What follows belongs to an exercise in optimizing a design on an open flow for a short achievable clock period and few clock cycles; a production flow would make more cautious choices. No run shown here included a check of the RTL's function; only the layout flow was run. Power figures rest on the tool's default switching activity, not on a simulated workload.

**flow/design.v**
```verilog
module cs213_frame_dp (
    input              clk,
    input              rst,
    input              start,
    output             start_ready,
    input      [15:0]  cfg_key,
    input              cfg_enc,
    input              cfg_comp,
    input              cfg_cks,
    input      [15:0]  cfg_sum,
    input      [15:0]  cfg_stored,
    input      [19:0]  cfg_orig,
    input      [127:0] cfg_dict,
    input              in_valid,
    input      [7:0]   in_data,
    output             in_ready,
    output             out_valid,
    output     [7:0]   out_data,
    input              out_ready,
    output             done,
    output     [2:0]   err,
    output     [15:0]  checksum,
    output     [19:0]  out_count
);
    localparam [2:0] E_OK        = 3'd0,
                     E_INTEGRITY = 3'd2,
                     E_SIZE      = 3'd3,
                     E_TRUNC     = 3'd6;
    localparam [7:0] SENTINEL = 8'h07;
    localparam FAW  = 3;                 
    localparam FD   = 1 << FAW;          
    localparam ROOM = FD - 3;            
    function [15:0] lfsr_step;
        input [15:0] s;
        begin
            lfsr_step = {s[0] ^ s[6] ^ s[9] ^ s[13], s[15:1]};
        end
    endfunction
    integer i;
    reg          start_ready_r;
    reg          a_act;        
    reg [15:0]   a_rem;        
    reg          in_ready_r;
    reg          a_comp, a_cks;
    reg [15:0]   a_sum;
    reg [19:0]   a_orig;
    reg [7:0]    a_dict [0:15];
    reg [15:0]   ks;           
    reg          phase;        
    reg          f0, f1, f2, f3;
    reg          f_sumbad, f_trunc, f_sizebad;
    reg          d_v;
    reg          d_last;
    reg [7:0]    d_db;
    reg          d_is07, d_is00, d_hinz;
    reg [7:0]    d_dict;
    reg          esc;          
    reg [7:0]    cs_lo, cs_hi;
    reg          cs_c;
    reg [7:0]    oc_lo;
    reg [11:0]   oc_hi;
    reg          oc_c;
    reg [11:0]   tf_mem [0:FD-1];
    reg [FAW-1:0] tf_wp, tf_rp;
    reg [FAW:0]  tf_cnt;
    reg          tf_empty;
    reg          tf_full;
    reg          room;               
    reg          r_full;
    reg [2:0]    r_err;
    reg [15:0]   r_csum;
    reg [19:0]   r_cnt;
    wire accept   = start && start_ready_r;
    wire in_fire  = in_valid && in_ready_r;
    wire [15:0] cfg_ks  = cfg_enc ? lfsr_step(cfg_key) : 16'd0;
    wire [15:0] ks_next = lfsr_step(ks);
    wire [7:0] db = in_data ^ (phase ? ks[15:8] : ks[7:0]);
    reg        tok_w;
    reg [7:0]  tok_byte;
    reg [3:0]  tok_cnt;
    reg        esc_next;
    always @(*) begin
        tok_w    = 1'b0;
        tok_byte = d_db;
        tok_cnt  = 4'd1;
        esc_next = 1'b0;
        if (!a_comp) begin
            tok_w = 1'b1;
        end else if (!esc) begin
            if (d_is07)
                esc_next = 1'b1;
            else
                tok_w = 1'b1;
        end else begin
            if (d_is00) begin
                tok_w    = 1'b1;
                tok_byte = SENTINEL;
            end else if (d_hinz) begin
                tok_w    = 1'b1;
                tok_byte = d_dict;
                tok_cnt  = d_db[7:4];
            end
        end
    end
    reg          cur_v;
    reg          cur_eof;
    reg          cur_last;     
    reg [3:0]    cur_cnt;
    reg [7:0]    cur_byte;
    reg          s_v;
    reg          s_eof;
    reg [7:0]    s_d;
    reg          o_v;
    reg          o_done;
    reg [7:0]    o_d;
    wire fin_go    = f3 && !tf_full && (!r_full || o_done);
    wire tf_we     = (d_v && tok_w) || fin_go;
    wire [11:0] tf_wd = fin_go ? 12'd0 : {tok_cnt, tok_byte};
    wire prod_fire = cur_v && !s_v;
    wire cur_free  = !cur_v || (!s_v && cur_last);
    wire tf_re     = cur_free && !tf_empty;
    wire [11:0] tf_head = tf_mem[tf_rp];
    wire o_busy    = o_v && !out_ready;
    wire o_load_s  = !o_busy && s_v;
    wire o_load_c  = !o_busy && !s_v && cur_v;
    always @(posedge clk) begin
        if (rst) begin
            start_ready_r <= 1'b1;
            a_act      <= 1'b0;
            in_ready_r <= 1'b0;
            f0         <= 1'b0;
            f1         <= 1'b0;
            f2         <= 1'b0;
            f3         <= 1'b0;
            d_v        <= 1'b0;
            d_last     <= 1'b0;
            tf_wp      <= 0;
            tf_rp      <= 0;
            tf_cnt     <= 0;
            tf_empty   <= 1'b1;
            tf_full    <= 1'b0;
            room       <= 1'b1;
            r_full     <= 1'b0;
            cur_v      <= 1'b0;
            s_v        <= 1'b0;
            o_v        <= 1'b0;
            o_done     <= 1'b0;
        end else begin
            if (accept) begin
                start_ready_r <= 1'b0;
                a_act         <= 1'b1;
            end else if (fin_go) begin
                start_ready_r <= 1'b1;
                a_act         <= 1'b0;
            end
            d_v    <= in_fire;
            d_last <= in_fire && (a_rem == 16'd1);
            f0 <= accept && (cfg_stored == 16'd0);
            f1 <= (d_v && d_last) || f0;
            f2 <= f1;
            if (f2)
                f3 <= 1'b1;
            else if (fin_go)
                f3 <= 1'b0;
            if (accept)
                in_ready_r <= (cfg_stored != 16'd0) && room;
            else if (in_fire)
                in_ready_r <= (a_rem != 16'd1) && room;
            else
                in_ready_r <= a_act && (a_rem != 16'd0) && room;
            if (tf_we)
                tf_wp <= tf_wp + 1'b1;
            if (tf_re)
                tf_rp <= tf_rp + 1'b1;
            if (tf_we && !tf_re) begin
                tf_cnt   <= tf_cnt + 1'b1;
                tf_empty <= 1'b0;
                tf_full  <= (tf_cnt == FD - 1);
                room     <= (tf_cnt <= ROOM - 1);
            end else if (!tf_we && tf_re) begin
                tf_cnt   <= tf_cnt - 1'b1;
                tf_empty <= (tf_cnt == 1);
                tf_full  <= 1'b0;
                room     <= (tf_cnt <= ROOM + 1);
            end
            if (fin_go)
                r_full <= 1'b1;
            else if (o_done)
                r_full <= 1'b0;
            if (cur_free)
                cur_v <= !tf_empty;
            if (!o_busy)
                s_v <= 1'b0;
            else if (prod_fire)
                s_v <= 1'b1;
            if (!o_busy) begin
                o_v    <= s_v ? !s_eof : (cur_v && !cur_eof);
                o_done <= s_v ? s_eof : (cur_v && cur_eof);
            end else begin
                o_done <= 1'b0;
            end
        end
        if (start_ready_r) begin
            a_rem  <= cfg_stored;
            a_comp <= cfg_comp;
            a_cks  <= cfg_cks;
            a_sum  <= cfg_sum;
            a_orig <= cfg_orig;
            for (i = 0; i < 16; i = i + 1)
                a_dict[i] <= cfg_dict[8*i +: 8];
            ks     <= cfg_ks;
            phase  <= 1'b0;
            esc    <= 1'b0;
            cs_lo  <= 8'd0;
            cs_hi  <= 8'd0;
            cs_c   <= 1'b0;
            oc_lo  <= 8'd0;
            oc_hi  <= 12'd0;
            oc_c   <= 1'b0;
        end else begin
            if (in_fire) begin
                a_rem <= a_rem - 16'd1;
                phase <= !phase;
                if (phase)
                    ks <= ks_next;
                {cs_c, cs_lo} <= {1'b0, cs_lo} + {1'b0, in_data};
            end else begin
                cs_c <= 1'b0;
            end
            cs_hi <= cs_hi + {7'd0, cs_c};
            if (d_v) begin
                esc <= esc_next;
                {oc_c, oc_lo} <= {1'b0, oc_lo} + {4'd0, tok_w ? tok_cnt : 4'd0};
            end else begin
                oc_c <= 1'b0;
            end
            oc_hi <= oc_hi + {11'd0, oc_c};
        end
        d_db   <= db;
        d_is07 <= (db == SENTINEL);
        d_is00 <= (db == 8'h00);
        d_hinz <= (db[7:4] != 4'd0);
        d_dict <= a_dict[db[3:0]];
        f_sumbad  <= a_cks && ({cs_hi, cs_lo} != a_sum);
        f_trunc   <= a_comp && esc;
        f_sizebad <= ({oc_hi, oc_lo} != a_orig);
        if (tf_we)
            tf_mem[tf_wp] <= tf_wd;
        if (cur_free) begin
            {cur_cnt, cur_byte} <= tf_head;
            cur_eof  <= (tf_head[11:8] == 4'd0);
            cur_last <= (tf_head[11:9] == 3'd0);
        end else if (prod_fire) begin
            cur_cnt  <= cur_cnt - 4'd1;
            cur_last <= (cur_cnt == 4'd2);
        end
        if (o_busy && prod_fire) begin
            s_eof <= cur_eof;
            s_d   <= cur_byte;
        end
        if (o_load_s)
            o_d <= s_d;
        else if (o_load_c)
            o_d <= cur_byte;
        if (fin_go) begin
            r_err  <= f_sumbad ? E_INTEGRITY : f_trunc ? E_TRUNC :
                      f_sizebad ? E_SIZE : E_OK;
            r_csum <= {cs_hi, cs_lo};
            r_cnt  <= {oc_hi, oc_lo};
        end
    end
    assign start_ready = start_ready_r;
    assign in_ready    = in_ready_r;
    assign out_valid   = o_v;
    assign out_data    = o_d;
    assign done        = o_done;
    assign err         = r_err;
    assign checksum    = r_csum;
    assign out_count   = r_cnt;
endmodule
```
**flow/run.sh**
```bash
#!/bin/bash
# synth_recipe.tcl (not shown) runs the flow's synth.tcl, then flattens the netlist and writes it again
# the make line also repeats each setting of config.mk as NAME=value (left out here)
make -C /OpenROAD-flow-scripts/flow DESIGN_CONFIG=/design/flow/config.mk WORK_HOME=/design/flow/orfs CLKGATE_MAP_FILE= SYNTH_SCRIPT=/design/flow/synth_recipe.tcl finish
```
**flow/config.mk**
```make
export PLATFORM = sky130hd
export DESIGN_NAME = cs213_frame_dp
export DESIGN_NICKNAME = cs213_frame_dp
export VERILOG_FILES = /design/flow/design.v
export SDC_FILE = /design/flow/constraint.sdc
export NUM_CORES = 4
export LEC_CHECK = 0
export ABC_CLOCK_PERIOD_IN_PS = 1800
export CAP_MARGIN = 20
export CORE_MARGIN = 2
export CORE_UTILIZATION = 40
export CTS_CLUSTER_DIAMETER = 200
export CTS_CLUSTER_SIZE = 30
export SETUP_SLACK_MARGIN = 3.2
export SLEW_MARGIN = 20
```
**flow/constraint.sdc**
```tcl
create_clock -name core_clock -period 5.0 [get_ports {clk}]
set_input_delay 1.0000 -clock core_clock [delete_from_list [all_inputs] [get_ports {clk}]]
set_output_delay 1.0000 -clock core_clock [all_outputs]
set_load 0.01 [all_outputs]
```
==> results.toml, run 1 <==
[worst_setup_path]
crit_fanout = 5
critical_path_class = "flop to flop"
cp-start-kind = "flop"
cp_data_arrival_time_ns = 2.97
reg2reg_depth = 8
required_ns = 5.49
reg2reg_from = "phase"
timing.rr.end = "d_dict[1]"
r2r_slack_ns = 2.52
endpoint = "d_dict[1]"
end_kind = "flop"
critPathLaunch = "phase"

[grt]
grt_pass1_vias = 11880
grt_overflow = 0
grt_pass1_wl_mm = 71.61
grt_max_degree = 84
track_usage_pct = 19.94
antenna_found_initial = 1

[finish]
nFillCells = 3747
fin_cells = 2278
syn_to_final_growth_pct = 35.29
drive_gt1_share_pct = 27.25
final_common_cell = "edfxtp_1"
num-nets-final = 1905
final_cell_mix = "edfxtp_1 (364), clkdlybuf4s50_1 (200), nand2_1 (83)"

[pwr]
comb_power_share_pct = 21.4
switching_share_pct = 26.51
seq_power_share_pct = 55.9
peakVddDrop_mv = 0.2361
powerDensity_nw_per_um2 = 334.0
p_int_mw = 6.121
finalPower_mw = 8.329
p_clk_share_pct = 22.7
power_leakage_nw = 8.865
power_switching_mw = 2.208

[synthesis]
synth_edf_count = 364
ys_ff_latch = 456
synthDistinctLibCells = 74
synth_nets = 1513
yosys_warnings = 2
synth-seq-area-share_pct = 69.29
dominantRegCellSynth = "edfxtp_1"
syn_avg_cell_area_um2 = 14.49
synthArstFlopShare_pct = 0
synth_area_um2 = 18430
synthCells = 1272

[clock_network]
clock_path_buffers = 3
cts_tree = "yes"
clock_sinks = 456
root_buffer = "clkbuf_16"
cts_buffers = 19
clock_latency_ns = 0.58
ctsHoldBuffers = 0
htree_levels = 1
clk_pin_slew_ns = 0.12

[sta]
period_minus_slack_ns = 2.482
relSlewSlack_pct = 47.22
rsz0062_at_grt = "true"
setup_violations = 0
worst_pin_slew_ns = 0.7907
setup_tns_ns = 0
timing.final.crit_share_pct = 49.64
finalHoldViolations = 0
slew_viol_final = 0
max_freq_ghz = 0.4029
finClkSkew_ns = 0.05866

[placement]
place.port_buffers = 262
dp.cells = 2092
dpl.hpwl_mm = 31.20
place.gp.congestion = 0.9012

[status]
status = "no timing/DRC/antenna violations"

[floorplanning]
num_rows = 78
die-area_um2 = 47810
ioPinCount = 263
die_h_um = 218.7
core_area_um2 = 45480
start_util_pct = 40.53
dieWidth_um = 218.7

[detailed_routing]
drtPass1Iterations = 6
wl_per_cell_um = 21.05
dr.first_iter.drc_count = 1043
vias = 11710
viasPerCell = 5.139
drt-total-wl_mm = 47.95
drc_errors = 0
ant_nets = 0

[min_path]
hold_class = "flop to flop"

[job]
cap_violations = 0
## per-layer routing
layer	vias up	share of wire, %	track usage, %
met5	-	0	0
met4	0	2.9	5.000
met3	73	5.3	3.201
met2	397	49	33.72
met1	5726	43	26.87
li1	5510	-	-
## worst max-delay path: stages (launching register included)
cell,delay (ns)
dfxtp_4,0.44
mux2i_4,0.32
buf_12,0.14
xor2_4,0.26
mux2i_1,0.26
o22ai_1,0.11
a222oi_1,0.52
nor3b_2,0.27
nor2_1,0.05
## synthesized netlist by cell type, types with 4 or more instances
master	n	area share (%)
ha_1	27	1.8
edfxtp_1	364	59
and3_1	10	0.34
nor3b_1	11	0.45
a221oi_1	4	0.19
nor4_1	10	0.34
a31oi_1	9	0.31
a21o_1	6	0.24
nor2_2	5	0.17
xor2_1	43	2.0
buf_6	4	0.24
inv_1	34	0.69
buf_4	5	0.20
buf_2	8	0.22
a22o_1	5	0.24
nand2_1	95	1.9
mux2i_1	24	1.3
xnor2_1	50	2.4
dfxtp_1	92	10
nor3_1	18	0.49
mux2_2	22	1.3
a21oi_1	59	1.6
o22ai_1	7	0.24
a22oi_1	10	0.41
clkbuf_1	27	0.55
and2_1	4	0.14
buf_1	5	0.10
nor2b_1	13	0.44
nand2b_1	16	0.54
nor2_1	89	1.8
or3_1	6	0.20
mux4_2	26	3.2
o21ai_0	54	1.5
nand3_1	35	0.95
nand4_1	11	0.37
## power groups by stage
stage / combinational (mW) / sequential, mW / clock, mW
final: 1.78 / 4.65 / 1.89
after global routing: 1.91 / 4.69 / 2.05
after CTS: 1.63 / 4.66 / 1.95
after detailed placement: 1.27 / 4.77 / 0
after global placement: 1.26 / 4.77 / 0
after floorplan: 0.864 / 4.69 / 0
## cells by family (layout without fill, tap and decap cells)
group	count (synthesis)	in the layout	share of synthesized area, %
simple gates	339	340	8.967
fa+ha+maj	29	29	2.050
xor+xnor	97	99	4.955
compound gates	186	187	6.252
other cells	0	1	0
mux	77	77	6.347
buf+inv	88	489	2.138
flops	456	456	69.29
## repair_timing
| action | CTS | global route |
|---|---|---|
| gates resized for setup | 393 | 84 |
| cloned | 13 | 2 |
| pin swaps | 61 | 61 |
| buffers inserted | 97 | 38 |
| endpoints found under the setup margin | 336 | 331 |
## registers in the layout (all words and copies together), names as in the netlist, 4 cells and up, named ones only
| signal | count |
|---|---|
| cs_hi | 8 |
| oc_hi | 12 |
| a_sum | 16 |
| cs_lo | 8 |
| d_dict | 8 |
| a_orig | 20 |
| a_rem | 16 |
| ks | 16 |
| d_db | 8 |
| tf_mem | 96 |
| a_dict | 128 |
| o_d | 8 |
| r_csum | 16 |
| r_cnt | 20 |
| oc_lo | 8 |
| cur_byte | 8 |
| tf_cnt | 4 |
| cur_cnt | 4 |
| s_d | 8 |
## how the worst min path moves through the flow
stage	start	to	slack [ns]	depth (start not counted)
final	f2	f3	0.45	2
after global routing	f1	f2	0.48	1
after CTS	f2	f3	0.45	2
after detailed placement	f1	f2	0.43	1
after global placement	f2	f3	0.42	2
after floorplan	oc_hi[2]	r_cnt[10]	0.41	0
## final cells by class
cell class,instances,area [um^2],area share (%)
Sequential cell,456,12810,51.35
Multi-Input combinational cell,732,6352,25.47
Timing Repair Buffer,413,4204,16.86
Tap cell,600,750.7,3.010
Clock buffer,32,524.3,2.102
Inverter,39,220.2,0.8830
Clock inverter,2,38.79,0.1555
Timing Repair inverter,3,38.79,0.1555
Antenna cell,1,2.502,0.01003
## through the flow
| step | hold slack, ns | instance area, um^2 | utilization, % | worst slack (ns) |
|---|---|---|---|---|
| 2_1_floorplan | 0.4064 | 19000 | - | 2.470 |
| 3_3_place_gp | 0.4211 | 22060 | 48.51 | 1.060 |
| 3_5_place_dp | 0.4291 | 22060 | 48.51 | 1.110 |
| 4_1_cts | 0.4546 | 24220 | 53.25 | 2.507 |
| 5_1_grt | 0.4753 | 24940 | 54.83 | 2.442 |
| 6_report | 0.4513 | 24940 | 54.83 | 2.518 |
==> inputs of run 2 (changes only) <==
--- a/flow/design.v
+++ b/flow/design.v
@@ -27,7 +27,7 @@
                      E_SIZE      = 3'd3,
                      E_TRUNC     = 3'd6;
     localparam [7:0] SENTINEL = 8'h07;
-    localparam FAW  = 3;                 
+    localparam FAW  = 4;                 
     localparam FD   = 1 << FAW;          
     localparam ROOM = FD - 3;            
     function [15:0] lfsr_step;
==> run 2 against run 1 <==
Effect of this change:
- combinational power increased by 24%
- highest routed layer unchanged
- largest cell class unchanged
- sequential cell count up 100
- still clean
- cell count grew 14%
- worst hold slack barely moved
==> results.toml, run 2 <==
[worst_setup_path]
end_kind = "flop"
critPathBufInv = 4
max_stage_delay_ns = 0.46
cpMaxStageDelayCell = "dfxtp_4"
critical_path_class = "flop to flop"
cp_data_arrival_time_ns = 2.76
critPathTopFamily = "compound AO/OA/AOI/OAI gates"
cp-start-kind = "flop"
required_ns = 5.48
crit_fanout = 5
cp_cell_sequence = "mux2i_4, buf_12, xor2_4, buf_12, buf_6, buf_6, nor2_1, a22oi_1, o22ai_1, a22oi_1, a21oi_1"

[sta]
rsz0062_at_grt = "true"
setup_violations = 0
setup_tns_ns = 0
slew_viol_final = 0
period_minus_slack_ns = 2.278
whs_ns = 0.4511
finalHoldViolations = 0
relSlewSlack_pct = 46.14
worst_pin_slew_ns = 0.8068
timing.final.crit_share_pct = 45.56
max_freq_ghz = 0.4390
finClkSkew_ns = 0.03230

[pwr]
powerDensity_nw_per_um2 = 342.8
peakVddDrop_mv = 0.2191
switching_share_pct = 25.87
power_switching_mw = 2.611
p_int_mw = 7.480
seq_power_share_pct = 55.9
p_clk_share_pct = 22.2
comb_power_share_pct = 21.8
power_leakage_nw = 10.06

[finish]
largest_reg_flops = 192
fin_util_pct = 53.43
num-nets-final = 2087
drive_gt1_share_pct = 26.66
antenna_cells = 0
final_common_cell = "edfxtp_1"
top_regs = "tf_mem: 192 flops, a_dict: 128 flops"
regMostFlops = "tf_mem"
multi_input_area_um2 = 7328
seqCellArea_um2 = 15770
syn_to_final_growth_pct = 31.88
final_cell_mix = "edfxtp_1 (460), clkdlybuf4s50_1 (203), dfxtp_1 (85)"
nFillCells = 4523

[detailed_routing]
dr.first_iter.drc_count = 1071
drtPass1Iterations = 5
drt-total-wl_mm = 54.99
vias = 13340
drc_errors = 0
wl_per_cell_um = 21.11
viasPerCell = 5.121
ant_nets = 0

[grt]
grt_pass1_vias = 13650
track_usage_pct = 18.88
grt_overflow = 0
grt_pass1_wl_mm = 82.41
grt_max_degree = 73
antenna_found_initial = 0

[floorplanning]
core_area_um2 = 55090
start_util_pct = 40.51
dieWidth_um = 240.2
ioPinCount = 263
num_rows = 86
die_h_um = 240.2
die-area_um2 = 57710

[synthesis]
netlist_top_cells_count = "edfxtp_1 (460), nor2_1 (113), dfxtp_1 (96), nand2_1 (96)"
synth_nets = 1705
synth_top_area_share_pct = 61.89
yosys_warnings = 2
synthCells = 1459
yosysMostFrequentCell = "edfxtp_1"
syn_avg_cell_area_um2 = 15.30
synthArstFlopShare_pct = 0
netlist_top_cells_area = "edfxtp_1 (62%), dfxtp_1 (8.6%), mux4_2 (5.8%)"
synthDistinctLibCells = 73
synth_edf_count = 460
ys_ff_latch = 556
dominantRegCellSynth = "edfxtp_1"
synth-seq-area-share_pct = 70.50
synth_largest_area_cell = "edfxtp_1"
synth_area_um2 = 22320

[clock_network]
clk_pin_slew_ns = 0.12
ctsHoldBuffers = 0
clock_latency_ns = 0.58
root_buffer = "clkbuf_16"
clock_path_buffers = 3
cts_buffers = 22
htree_levels = 1
clock_sinks = 556
cts_tree = "yes"

[placement]
dpl.hpwl_mm = 34.97
place.port_buffers = 262
place.gp.congestion = 0.8446

[job]
cap_violations = 0

[min_path]
hold_class = "flop to flop"

[status]
status = "no timing/DRC/antenna violations"
==> run 2: cell types whose count changed in the layout (fill, tap and decap cells not counted), moves of 6 or more <==
cell      before  now
a22oi_1        8   15
a21oi_1       45   51
mux2_2         9    3
buf_12        24   40
o21ai_2        0    6
buf_4         74   58
buf_6         48   40
nor2_1        68   82
mux4_2        26   57
buf_16         3    9
edfxtp_1     364  460
dfxtp_1       79   85
==> run 2: worst min-delay path: stages, from the launching register on <==
cell and delay [ns]:
dfxtp_1 0.32, a21oi_1 0.03, nor2_1 0.07
==> run 2: cell type report <==
cell class / instances / share of cell area, %
Tap cell: 748 / 3.179
Clock inverter: 1 / 0.05526
Timing Repair Buffer: 414 / 15.41
Sequential cell: 556 / 53.56
Inverter: 43 / 0.7396
Multi-Input combinational cell: 804 / 24.90
Clock buffer: 39 / 2.159
==> run 2: power by group through the flow <==
| stage | Clock (mW) | Combinational, mW | Sequential (mW) |
|---|---|---|---|
| after floorplan | 0 | 1.10 | 5.69 |
| after global placement | 0 | 1.44 | 5.82 |
| after detailed placement | 0 | 1.47 | 5.82 |
| after CTS | 2.31 | 2.07 | 5.64 |
| after global routing | 2.47 | 2.37 | 5.67 |
| final | 2.24 | 2.20 | 5.64 |
==> run 2: final timing paths <==
kind | start | endpoint | slack (ns) | cells past startpoint
setup / recovery | phase | d_dict[0] | 2.72 | 11
hold / removal | f2 | f3 | 0.45 | 2
setup reg to reg | phase | d_dict[0] | 2.72 | 11
hold reg to reg | f2 | f3 | 0.45 | 2
==> run 2: per-layer routing <==
metal	vias to the layer above	global-route usage [%]	share of wire, %
met5	-	0	0
li1	6249	-	-
met1	6629	25.53	43
met2	392	33.14	51
met4	0	3.764	2.0
met3	71	2.009	4.4
==> run 2: repair_timing <==
item                                    CTS  global route
endpoints found under the setup margin  611           416
cloned                                   14             3
pin swaps                                80            58
resized for setup                       444            60
buffers inserted                         97            31
==> run 2: cell families after synthesis <==
kind of cell	Yosys count	share of synthesized area (%)
flip-flops	556	70.50
AND/OR/NAND/NOR	355	7.540
AO/OA/AOI/OAI	207	5.735
multiplexers	106	8.167
buffers and inverters	102	2.035
XOR/XNOR	99	4.053
adder cells (fa/ha/maj)	34	1.973
==> run 2: stage by stage <==
stage               power (mW)  cell area (um^2)  setup slack, ns  std cells
global route             10.51             29440            2.581       2605
global placement         7.260             26060            1.338       2420
detailed placement       7.294             26060            1.222       2420
CTS                      10.02             28820            2.741       2571
floorplan                6.792             22850            2.473       1459
finish                   10.09             29440            2.722       2605
==> inputs of run 3 (changes only) <==
--- a/flow/design.v
+++ b/flow/design.v
@@ -27,7 +27,7 @@
                      E_SIZE      = 3'd3,
                      E_TRUNC     = 3'd6;
     localparam [7:0] SENTINEL = 8'h07;
-    localparam FAW  = 4;                 
+    localparam FAW  = 3;                 
     localparam FD   = 1 << FAW;          
     localparam ROOM = FD - 3;            
     function [15:0] lfsr_step;
--- a/flow/config.mk
+++ b/flow/config.mk
@@ -9,7 +9,7 @@
 export CAP_MARGIN = 20
 export CORE_MARGIN = 2
 export CORE_UTILIZATION = 40
-export CTS_CLUSTER_DIAMETER = 200
-export CTS_CLUSTER_SIZE = 30
+export CTS_CLUSTER_DIAMETER = 100
+export CTS_CLUSTER_SIZE = 32
 export SETUP_SLACK_MARGIN = 3.2
 export SLEW_MARGIN = 20
==> run 3 against run 2 <==
Effect of this change:
- non-clock buffer count is 4 lower
- highest routed layer is now met5
- first-iteration DRC count is 2.9% lower
- die area is 17% lower
- clock-buffer cell count is 10 lower
- core utilization is 1.3 points higher
- clock skew is 0.012 ns lower
- still clean on timing, DRC and antenna
- sequential share of layout area is 2.1 points lower
==> results.toml, run 3 <==
[status]
status = "no timing/DRC/antenna violations"

[worst_setup_path]
required_ns = 5.45
timing.rr.end = "d_dict[2]"
r2r_slack_ns = 2.51
crit_fanout = 5
cp-start-kind = "flop"
critical_path_class = "flop to flop"
end_kind = "flop"
critPathBufInv = 1
reg2reg_from = "phase"
path_depth = 8
cpMaxStageDelayCell = "a222oi_1"
cp_data_arrival_time_ns = 2.94
reg2reg_depth = 8
cp_cell_sequence = "mux2i_4, buf_12, xor2_4, mux2i_1, o22ai_1, a222oi_1, nor3b_2, nor2_1"
critPathTopFamily = "compound AO/OA/AOI/OAI gates"
max_stage_delay_ns = 0.52

[clock_network]
cts_tree = "yes"
htree_levels = 1
clock_path_buffers = 3
clock_latency_ns = 0.55
root_buffer = "clkbuf_16"
ctsHoldBuffers = 0
cts_buffers = 18
clk_pin_slew_ns = 0.12
clock_sinks = 456

[synthesis]
dominantRegCellSynth = "edfxtp_1"
synth_nets = 1513
synthDistinctLibCells = 74
synth-seq-area-share_pct = 69.29
synth_largest_area_cell = "edfxtp_1"
synth_edf_count = 364
syn_avg_cell_area_um2 = 14.49
netlist_top_cells_count = "edfxtp_1 (364), nand2_1 (95), dfxtp_1 (92)"
synthCells = 1272
yosys_warnings = 2
ys_ff_latch = 456
synthArstFlopShare_pct = 0
yosysMostFrequentCell = "edfxtp_1"
synth_top_area_share_pct = 59.30
netlist_top_cells_area = "edfxtp_1 (59%), dfxtp_1 (10%), mux4_2 (3.2%)"
synth_area_um2 = 18430

[finish]
syn_to_final_growth_pct = 34.92
top_regs = "a_dict: 128 flops, tf_mem: 96 flops"
fin_area_um2 = 24870
regMostFlops = "a_dict"
final_common_cell = "edfxtp_1"
nFillCells = 3739
num-nets-final = 1903
seqCellArea_um2 = 12810
largest_reg_flops = 128
final_cell_mix = "edfxtp_1 (364), clkdlybuf4s50_1 (198), nand2_1 (82)"
multi_input_area_um2 = 6316
drive_gt1_share_pct = 27.18
fin_util_pct = 54.69
antenna_cells = 0

[sta]
layout_setup_ws_ns = 2.510
worst_pin_slew_ns = 1.066
setup_tns_ns = 0
max_freq_ghz = 0.4016
setup_violations = 0
timing.final.crit_share_pct = 49.81
relSlewSlack_pct = 28.95
slew_viol_final = 0
period_minus_slack_ns = 2.490
rsz0062_at_grt = "true"
finalHoldViolations = 0
finClkSkew_ns = 0.02047

[grt]
grt_max_degree = 84
grt_pass1_wl_mm = 71.30
antenna_found_initial = 1
grt_overflow = 0
track_usage_pct = 19.84
grt_pass1_vias = 11820

[floorplanning]
num_rows = 78
die_h_um = 218.7
die-area_um2 = 47810
core_area_um2 = 45480
ioPinCount = 263
start_util_pct = 40.53
dieWidth_um = 218.7

[detailed_routing]
drtPass1Iterations = 9
wl_per_cell_um = 21.25
ant_nets = 0
dr.first_iter.drc_count = 1040
drc_errors = 0
viasPerCell = 5.168
drt-total-wl_mm = 48.32
vias = 11750

[pwr]
comb_power_share_pct = 20.7
p_int_mw = 6.083
switching_share_pct = 26.24
seq_power_share_pct = 56.5
powerDensity_nw_per_um2 = 331.6
power_switching_mw = 2.164
p_clk_share_pct = 22.8
power_leakage_nw = 8.889
peakVddDrop_mv = 0.2162

[min_path]
hp-start = "f1"
hold_class = "flop to flop"
holdPathEnd = "f2"
holdPathStages = 1

[placement]
place.gp.congestion = 0.9012
place.port_buffers = 262
dpl.hpwl_mm = 31.20
dpl_cell_area_um2 = 22060
pre_cts_slack_ns = 1.110

[job]
cap_violations = 0
run 3: layout make-up:
type                       count  share of cell area [%]
sequential                   456                   51.50
multi-input combinational    732                   25.40
inverter                      39                  0.8955
clock buffer                  29                   2.148
timing repair buffer         410                   16.64
clock inverter                 3                  0.1107
tap                          600                   3.019
timing repair inverter         5                  0.2918
run 3: worst max-delay path by stage:
stage                  startpoint         to
CTS                         phase  d_dict[1]
global placement       in_data[0]  d_dict[1]
detailed placement     in_data[0]  d_dict[1]
floorplan           start_ready_r      ks[0]
finish                      phase  d_dict[2]
global route               a_comp   oc_lo[6]
run 3: cell families after synthesis:
| kind of cell | after synthesis | synth area share (%) |
|---|---|---|
| xor gates and xnor gates | 97 | 4.955 |
| AOI/OAI and AO/OA | 186 | 6.252 |
| adders and majority gates | 29 | 2.050 |
| muxes | 77 | 6.347 |
| and+or+nand+nor | 339 | 8.967 |
| buffers and inverters | 88 | 2.138 |
| DFF | 456 | 69.29 |
run 3: routing by layer:
layer  track usage [%]  vias up  routed length (um)  share of wire (%)
met5                 0        -                  10              0.021
met4             5.698        2                1501                3.1
met3             2.589       85                2492                5.2
met2             33.51      419               23740                 49
met1             26.87     5761               20580                 43
li1                  -     5486                   -                  -
run 3: what timing repair did:
item	CTS	global route
setup buffers	100	33
cloned	14	3
endpoints found under the setup margin	320	362
pin swaps	65	55
resized for setup	385	102
run 3: worst reg2reg max path, delay by kind of cell, from the launching register on:
| family | cells | cell delay, ns |
|---|---|---|
| muxes | 2 | 0.58 |
| DFF | 1 | 0.44 |
| and+or+nand+nor | 2 | 0.34 |
| xor gates and xnor gates | 1 | 0.27 |
| buffers and inverters | 1 | 0.15 |
| AOI/OAI and AO/OA | 2 | 0.63 |
run 3: through the flow:
| stage | std cells | hold slack (ns) | total power [mW] |
|---|---|---|---|
| floorplan | 1272 | 0.4064 | 5.553 |
| global placement | 2092 | 0.4211 | 6.023 |
| detailed placement | 2092 | 0.4291 | 6.034 |
| CTS | 2238 | 0.4566 | 8.205 |
| global route | 2274 | 0.4602 | 8.555 |
| finish | 2274 | 0.4532 | 8.247 |
run 3: power by group through the flow:
stage | logic, mW | clock network [mW] | registers (mW)
after floorplan | 0.864 | 0 | 4.69
after global placement | 1.26 | 0 | 4.77
after detailed placement | 1.27 | 0 | 4.77
after CTS | 1.61 | 1.94 | 4.66
after global routing | 1.83 | 2.03 | 4.69
final | 1.71 | 1.88 | 4.66
==> inputs of run 4 (changes only) <==
--- a/flow/config.mk
+++ b/flow/config.mk
@@ -8,8 +8,8 @@
 export ABC_CLOCK_PERIOD_IN_PS = 1800
 export CAP_MARGIN = 20
 export CORE_MARGIN = 2
-export CORE_UTILIZATION = 40
-export CTS_CLUSTER_DIAMETER = 100
-export CTS_CLUSTER_SIZE = 32
+export CORE_UTILIZATION = 55
+export CTS_CLUSTER_DIAMETER = 80
+export CTS_CLUSTER_SIZE = 35
 export SETUP_SLACK_MARGIN = 3.2
 export SLEW_MARGIN = 20
==> run 4 against run 3 <==
Effect of this change:
- critical path depth rose by 2
- sequential share of layout area up 1.1 points
- combinational power fell by 8%
- first-iteration DRC count shrank 9.0%
- global-route usage is 4.9 points higher
- synthesized cell count is the same
- die area fell by 27%
- fmax rose by 5.9%
- synthesized area unchanged
- sequential power hardly changed
- non-clock buffer count shrank 29
- register-to-register slack improved by 0.14 ns
- critical endpoint is now d_dict[4]
- largest cell class unchanged
- largest power group unchanged
- highest routed layer unchanged
==> results.toml, run 4 <==
[job]
cap_violations = 0

[detailed_routing]
dr.first_iter.drc_count = 946
ant_nets = 0
drc_errors = 0
vias = 11730
wl_per_cell_um = 21.15
drtPass1Iterations = 7
viasPerCell = 5.601
drt-total-wl_mm = 44.29

[worst_setup_path]
critPathTopFamily = "multiplexers"
end_kind = "flop"
required_ns = 5.43
cpMostUsedCell = "buf_6"
crit_fanout = 6
cp_data_arrival_time_ns = 2.78
max_stage_delay_ns = 0.46
critical_path_class = "flop to flop"
reg2reg_from = "phase"
cp-start-kind = "flop"
r2r_slack_ns = 2.65
reg2reg_depth = 10
cpMaxStageDelayCell = "dfxtp_4"
critPathBufInv = 3
cp_cell_sequence = "buf_6, mux2i_4, xnor2_4, buf_6, buf_6, mux2_4, a221oi_2, nor3_1, o22ai_1, nand2_1"
timing.rr.end = "d_dict[4]"

[clock_network]
cts_tree = "yes"
clock_path_buffers = 3
htree_levels = 1
clock_latency_ns = 0.57
cts_buffers = 20
clock_sinks = 456
clk_pin_slew_ns = 0.12
root_buffer = "clkbuf_16"

[synthesis]
ys_ff_latch = 456
synth_edf_count = 364
synthCells = 1272
dominantRegCellSynth = "edfxtp_1"
yosys_warnings = 2
synthDistinctLibCells = 74
synth-seq-area-share_pct = 69.29
synth_largest_area_cell = "edfxtp_1"
netlist_top_cells_area = "edfxtp_1 (59%), dfxtp_1 (10%), mux4_2 (3.2%)"
synthArstFlopShare_pct = 0
synth_area_um2 = 18430
synth_nets = 1513
syn_avg_cell_area_um2 = 14.49
synth_top_area_share_pct = 59.30
yosysMostFrequentCell = "edfxtp_1"
netlist_top_cells_count = "edfxtp_1 (364), nand2_1 (95), dfxtp_1 (92)"

[placement]
dpl_cell_area_um2 = 21880
dp.cells = 1941
place.gp.congestion = 0.8456
place.port_buffers = 262
dpl.hpwl_mm = 28.68
pre_cts_slack_ns = 1.282

[sta]
worst_pin_slew_ns = 1.058
period_minus_slack_ns = 2.351
relSlewSlack_pct = 29.46
max_freq_ghz = 0.4253
whs_ns = 0.4479
rsz0062_at_grt = "true"
layout_setup_ws_ns = 2.649
finClkSkew_ns = 0.03027
timing.final.crit_share_pct = 47.02
slew_viol_final = 0
setup_violations = 0
finalHoldViolations = 0
setup_tns_ns = 0

[status]
status = "no timing/DRC/antenna violations"

[finish]
num-nets-final = 1872
top_regs = "a_dict: 128 flops, tf_mem: 96 flops"
fin_util_pct = 73.12
fin_area_um2 = 24340
final_common_cell = "edfxtp_1"
fin_cells = 2094
drive_gt1_share_pct = 25.71
regMostFlops = "a_dict"
syn_to_final_growth_pct = 32.03
largest_reg_flops = 128
final_cell_mix = "edfxtp_1 (364), clkdlybuf4s50_1 (203), nand2_1 (86)"

[floorplanning]
core_area_um2 = 33280
die-area_um2 = 35000
dieWidth_um = 187.1
ioPinCount = 263
num_rows = 67
start_util_pct = 55.39
die_h_um = 187.1

[min_path]
hp-start = "f2"
hold_class = "flop to flop"
holdPathEnd = "f3"
holdPathStages = 2

[pwr]
p_clk_share_pct = 25.1
power_leakage_nw = 8.689
powerDensity_nw_per_um2 = 342.9
peakVddDrop_mv = 0.2993
switching_share_pct = 26.86
finalPower_mw = 8.345
seq_power_share_pct = 55.9
p_int_mw = 6.103
comb_power_share_pct = 19.0
power_switching_mw = 2.241

[grt]
antenna_found_initial = 2
grt_pass1_vias = 11740
track_usage_pct = 24.76
grt_overflow = 0
grt_pass1_wl_mm = 66.64
grt_max_degree = 77
run 4: cells by family after synthesis:
family                     Yosys count  share of synthesized area, %
DFF                                456                         69.29
and+or+nand+nor                    339                         8.967
AOI/OAI and AO/OA                  186                         6.252
xor gates and xnor gates            97                         4.955
buffers and inverters               88                         2.138
muxes                               77                         6.347
adders and majority gates           29                         2.050
run 4: repair_timing:
item,4_1_cts,5_1_grt
setup endpoints to repair,450,252
pin swaps,65,51
setup buffers,84,21
gates cloned,7,4
hold buffers,0,0
gates resized for setup,370,65
run 4: worst max-delay path by stage:
stage	start	end	cells after the start
after floorplan	start_ready_r	ks[0]	3
after CTS	phase	d_dict[1]	9
after detailed placement	in_data[2]	d_dict[1]	8
final	phase	d_dict[4]	10
after global placement	in_data[2]	d_dict[1]	8
after global routing	phase	d_dict[1]	8
run 4: final cells by class:
| type | instances | area (um^2) |
|---|---|---|
| Sequential cell | 456 | 12810 |
| Fill cell | 2173 | 8945 |
| Multi-Input combinational cell | 731 | 6235 |
| Timing Repair Buffer | 381 | 3760 |
| Tap cell | 448 | 560.5 |
| Clock buffer | 25 | 529.3 |
| Inverter | 39 | 217.7 |
| Clock inverter | 11 | 187.7 |
| Timing Repair inverter | 2 | 32.53 |
| Antenna cell | 1 | 2.502 |
run 4: worst min-delay path: stages (launching register included):
cell and delay, ns:
dfxtp_1 0.32, a21oi_1 0.03, nor2_1 0.06
run 4: power groups by stage:
stage	Sequential [mW]	Clock, mW	Combinational (mW)
final	4.67	2.09	1.58
after floorplan	4.69	0	0.864
after detailed placement	4.76	0	1.25
after global placement	4.76	0	1.23
after CTS	4.66	2.14	1.50
after global routing	4.69	2.25	1.71
run 4: metal layers:
layer	GRT usage, %	routed length [um]	vias to the layer above
met2	42.55	22320	432
met3	4.634	2871	67
li1	-	-	5443
met4	6.197	1122	2
met5	0	13	-
met1	32.75	17960	5784

[static timing again, ports no longer ideal]
In the flow no input, the clock included, has a driving cell. The finished layouts below were timed again as built, in two steps.
Step 1: set_driving_cell puts a clkbuf_16 on clk and a buf_2 on each other input, an assumption about the parent block.
Step 2 moves the port delays by t, midway between the first and last clock arrival at a register: inputs arrive t later, outputs are due t later. That takes back most of the time a late clock gives input paths.
Three values: ideal ports, drivers, drivers and shift; two values: the first two.
| run | t, ns | setup slack, ns | latest minus earliest clock arrival (ns) | worst register clock-pin slew, ns |
|---|---|---|---|---|
| run 1 | 0.609 | 2.518 / 2.518 / 1.997 | 0.058 / 0.059 | 0.12 / 0.12 |
| run 2 | 0.627 | 2.722 / 2.718 / 2.165 | 0.033 / 0.033 | 0.12 / 0.12 |
| run 3 | 0.596 | 2.510 / 2.510 / 2.023 | 0.023 / 0.022 | 0.12 / 0.12 |
| run 4 | 0.603 | 2.649 / 2.649 / 2.153 | 0.037 / 0.036 | 0.12 / 0.12 |
After both steps setup and hold are still met in every run listed. The setup slack of run 2, which loses most, moves by -0.004 ns with the drivers and by -0.557 ns with both steps.
